Context: an optimization exercise on an open-source flow, tuned for small area, a short achievable clock period and few clock cycles per item. The choices shown serve that exercise and are no tape-out recipe.
No activity file was given, so power comes from the tool's default toggle rates.

## job 101
Design k2000_payload_codec, start of the top module:
module k2000_payload_codec (
    input  wire        clk,
    input  wire        rst,
    input  wire        cmd_valid,
    output wire        cmd_ready,
    input  wire        cmd_dir,       
    input  wire [3:0]  cmd_n,         
    input  wire [20:0] cmd_size,      
    input  wire        in_valid,
    output wire        in_ready,
    input  wire [7:0]  in_data,
    input  wire        in_last,
    output wire        out_valid,
    input  wire        out_ready,
    output wire [7:0]  out_data,
    output wire        out_last,
    output wire        done,
    output wire [2:0]  status,
    output wire [23:0] info_a,
    output wire [23:0] info_b
);
==> flow/config.mk <==
export PLATFORM = sky130hd
export DESIGN_NAME = k2000_payload_codec
export DESIGN_NICKNAME = k2000_payload_codec
export VERILOG_FILES = /design/flow/design.v
export SDC_FILE = /design/flow/constraint.sdc
export NUM_CORES = 4
export LEC_CHECK = 0
export CAP_MARGIN = 20
export CORE_MARGIN = 2
export CORE_UTILIZATION = 40
export SETUP_SLACK_MARGIN = 5
export SLEW_MARGIN = 20
==> flow/constraint.sdc <==
create_clock -name core_clock -period 10.0 [get_ports {clk}]
set_input_delay 2.0000 -clock core_clock [delete_from_list [all_inputs] [get_ports {clk}]]
set_output_delay 2.0000 -clock core_clock [all_outputs]
set_load 0.01 [all_outputs]
standard.sh (not shown) runs the stock make flow with config.mk's settings and CLKGATE_MAP_FILE= SYNTH_SCRIPT=/design/flow/synth_recipe.tcl, a recipe that flattens the netlist after the stock synthesis.
==> flow/flow/run.sh <==
#!/bin/bash
# Standard ORFS layout with a tighter timing-repair target and single-drive
# port buffers. The clock period and SDC are the standard flow's own (constraint.sdc).
set -euo pipefail
bash standard.sh \
  "SETUP_SLACK_MARGIN=6.0" \
  "BUFFER_PORTS_ARGS=-buffer_cell sky130_fd_sc_hd__buf_2" \
  finish > standard.log 2>&1
Inputs modified between job 101 and job 102:
-- flow/flow/run.sh --
<<< job 101, line 6
  "SETUP_SLACK_MARGIN=6.0" \
>>> job 102, line 6
  "SETUP_SLACK_MARGIN=6.3" \
Notes after the runs:
Compared with job 101, job 102 shows a lower clock skew after layout.
Run comparison: job 102 launch point of the critical path n[2]$_DFFE_PP_; job 101 launch point of the critical path in_data[3]
Comparing job 102 and job 101, the lower timing-limited maximum frequency was measured on job 101.
Compared with job 101, in job 102 netlist area before placement comparable; share of cells above drive strength 1 rose by 3.5 points; post-route non-filler standard cell count now sits higher.
No functional check of the RTL was part of any run of this note.

========
Another version of the RTL of k2000_payload_codec (not shown whole).
For scale: roughly 1600 cells after synthesis, roughly 170 flip-flops.
## k2000_payload_codec
module k2000_payload_codec (
    input  wire        clk,
    input  wire        rst,
    input  wire        cmd_valid,
    output wire        cmd_ready,
    input  wire        cmd_dir,       
    input  wire [3:0]  cmd_n,         
    input  wire [20:0] cmd_size,      
    input  wire        in_valid,
    output wire        in_ready,
    input  wire [7:0]  in_data,
    input  wire        in_last,
    output wire        out_valid,
    input  wire        out_ready,
    output wire [7:0]  out_data,
    output wire        out_last,
    output wire        done,
    output wire [2:0]  status,
    output wire [23:0] info_a,
    output wire [23:0] info_b
);
Settings: LEC_CHECK=0, CAP_MARGIN=20, CORE_MARGIN=2, CORE_UTILIZATION=40, CTS_BUF_LIST=sky130_fd_sc_hd__clkbuf_4 sky130_fd_sc_hd__clkbuf_8, CTS_CLUSTER_SIZE=20, SETUP_SLACK_MARGIN=5, SLEW_MARGIN=20; clock period 10.0 ns.
==> flow/flow/run.sh <==
#!/bin/bash
# Standard ORFS layout (the standard.sh, its synthesis unchanged) with a
# tighter timing-repair target and buf_1 port buffers. The clock period and
# SDC are the standard flow's own (constraint.sdc).
set -euo pipefail
bash standard.sh \
  "SETUP_SLACK_MARGIN=6.3" \
  "BUFFER_PORTS_ARGS=-buffer_cell sky130_fd_sc_hd__buf_1" \
  finish > standard.log 2>&1
The baseline produced a clean layout.
==> next run, changes <==
- PLACE_DENSITY: default -> 0.8
Flip-flop and latch count stays the same.
Die area is unchanged.
Clock-buffer cell count increases by 3.
Non-clock buffer count decreases by 8.
Power decreases by 0.67%.
Via count increases by 3.2%.
Combinational power increases by about 0.4%.
Function was not checked in any run of this note: the RTL went through the layout flow alone.

========
Another version of the RTL of k2000_payload_codec (not shown whole).
Size: about 160 flip-flops, ~0.013 mm2 of cells after synthesis.
export LEC_CHECK = 0
export CAP_MARGIN = 20
export CORE_MARGIN = 2
export CORE_UTILIZATION = 40
export CTS_BUF_LIST = sky130_fd_sc_hd__clkbuf_4 sky130_fd_sc_hd__clkbuf_8
export CTS_CLUSTER_SIZE = 20
export SETUP_SLACK_MARGIN = 5
export SLEW_MARGIN = 20
create_clock -name core_clock -period 10.0 [get_ports {clk}]
==> flow/flow/run.sh <==
#!/bin/bash
# Standard ORFS layout (the standard.sh, its synthesis unchanged) with a
# tighter timing-repair target and buf_2 port buffers. The clock period and
# SDC are the standard flow's own (constraint.sdc).
set -euo pipefail
bash standard.sh \
  "SETUP_SLACK_MARGIN=6.3" \
  "BUFFER_PORTS_ARGS=-buffer_cell sky130_fd_sc_hd__buf_2" \
  finish > standard.log 2>&1
Rerun with:
--- a/flow/flow/run.sh
+++ b/flow/flow/run.sh
@@ -3 +3 @@
-# tighter timing-repair target and buf_2 port buffers. The clock period and
+# tighter timing-repair target and buf_1 port buffers. The clock period and
@@ -8 +8 @@
-  "BUFFER_PORTS_ARGS=-buffer_cell sky130_fd_sc_hd__buf_2" \
+  "BUFFER_PORTS_ARGS=-buffer_cell sky130_fd_sc_hd__buf_1" \
What happened: First-iteration DRC count rises by 3.7%; final cell count falls by 0.33%; via count falls by 1.5%.
Rerun with:
==> flow/flow/run.sh (replaced) <==
#!/bin/bash
# Standard ORFS layout with a tighter timing-repair target and single-drive
# port buffers. The clock period and SDC are the standard flow's own (constraint.sdc).
set -euo pipefail
bash standard.sh \
  "SETUP_SLACK_MARGIN=6.3" \
  "BUFFER_PORTS_ARGS=-buffer_cell sky130_fd_sc_hd__buf_2" \
  finish > standard.log 2>&1
Settings changed: CTS_BUF_LIST sky130_fd_sc_hd__clkbuf_4 sky130_fd_sc_hd__clkbuf_8 to sky130_fd_sc_hd__clkbuf_8, CTS_CLUSTER_DIAMETER set to 25, CTS_CLUSTER_SIZE 20 to not set.
Cell area rises by 0.39%; clock-buffer cell count fell by 2; routed wire length hardly moves; die area stays the same; non-clock buffer count increases by 9; synthesized area is unchanged.
Function was not checked in any run of this note: the RTL went through the layout flow alone.

==> port drivers added, routing unchanged <==
How much do the figures lean on ideal ports? The routed layouts below were timed once more, with nothing changed but the port constraints.
Step 1 assumes that a clkbuf_16 drives the clock port and a buf_2 every other input.
Step 2, shift: input delay + t, output delay - t, t = (earliest + latest rising clock arrival at the registers) / 2. This alone moves slack from input paths to output paths.
a / b / c = ideal / step 1 / step 2; a / b = the first two.
run | t, ns | setup slack, ns | worst setup path at the end | clock arrival spread, ns | worst slew at a driven data input, ns
job 101 | 0.498 | 6.089 / 6.097 / 5.622 | input to register | 0.016 / 0.016 | 0.05
job 102 | 0.478 | 6.280 / 6.280 / 5.835 | input to register | 0.010 / 0.011 | 0.06
the first run of note 2 | 0.543 | 6.262 / 6.238 / 5.695 | input to register | 0.023 / 0.024 | 0.09
the second run of note 2 | 0.520 | 6.327 / 6.302 / 5.781 | input to register | 0.018 / 0.019 | 0.10
the first run of note 3 | 0.550 | 6.137 / 6.137 / 5.871 | input to register | 0.023 / 0.023 | 0.08
the second run of note 3 | 0.536 | 6.138 / 6.138 / 5.785 | input to register | 0.023 / 0.024 | 0.08
the third run of note 3 | 0.550 | 6.137 / 6.137 / 5.871 | input to register | 0.023 / 0.023 | 0.08
After both steps setup and hold are still met in every run listed. The setup slack of the first run of note 2, which loses most, moves by -0.024 ns with the drivers and by -0.567 ns with both steps.
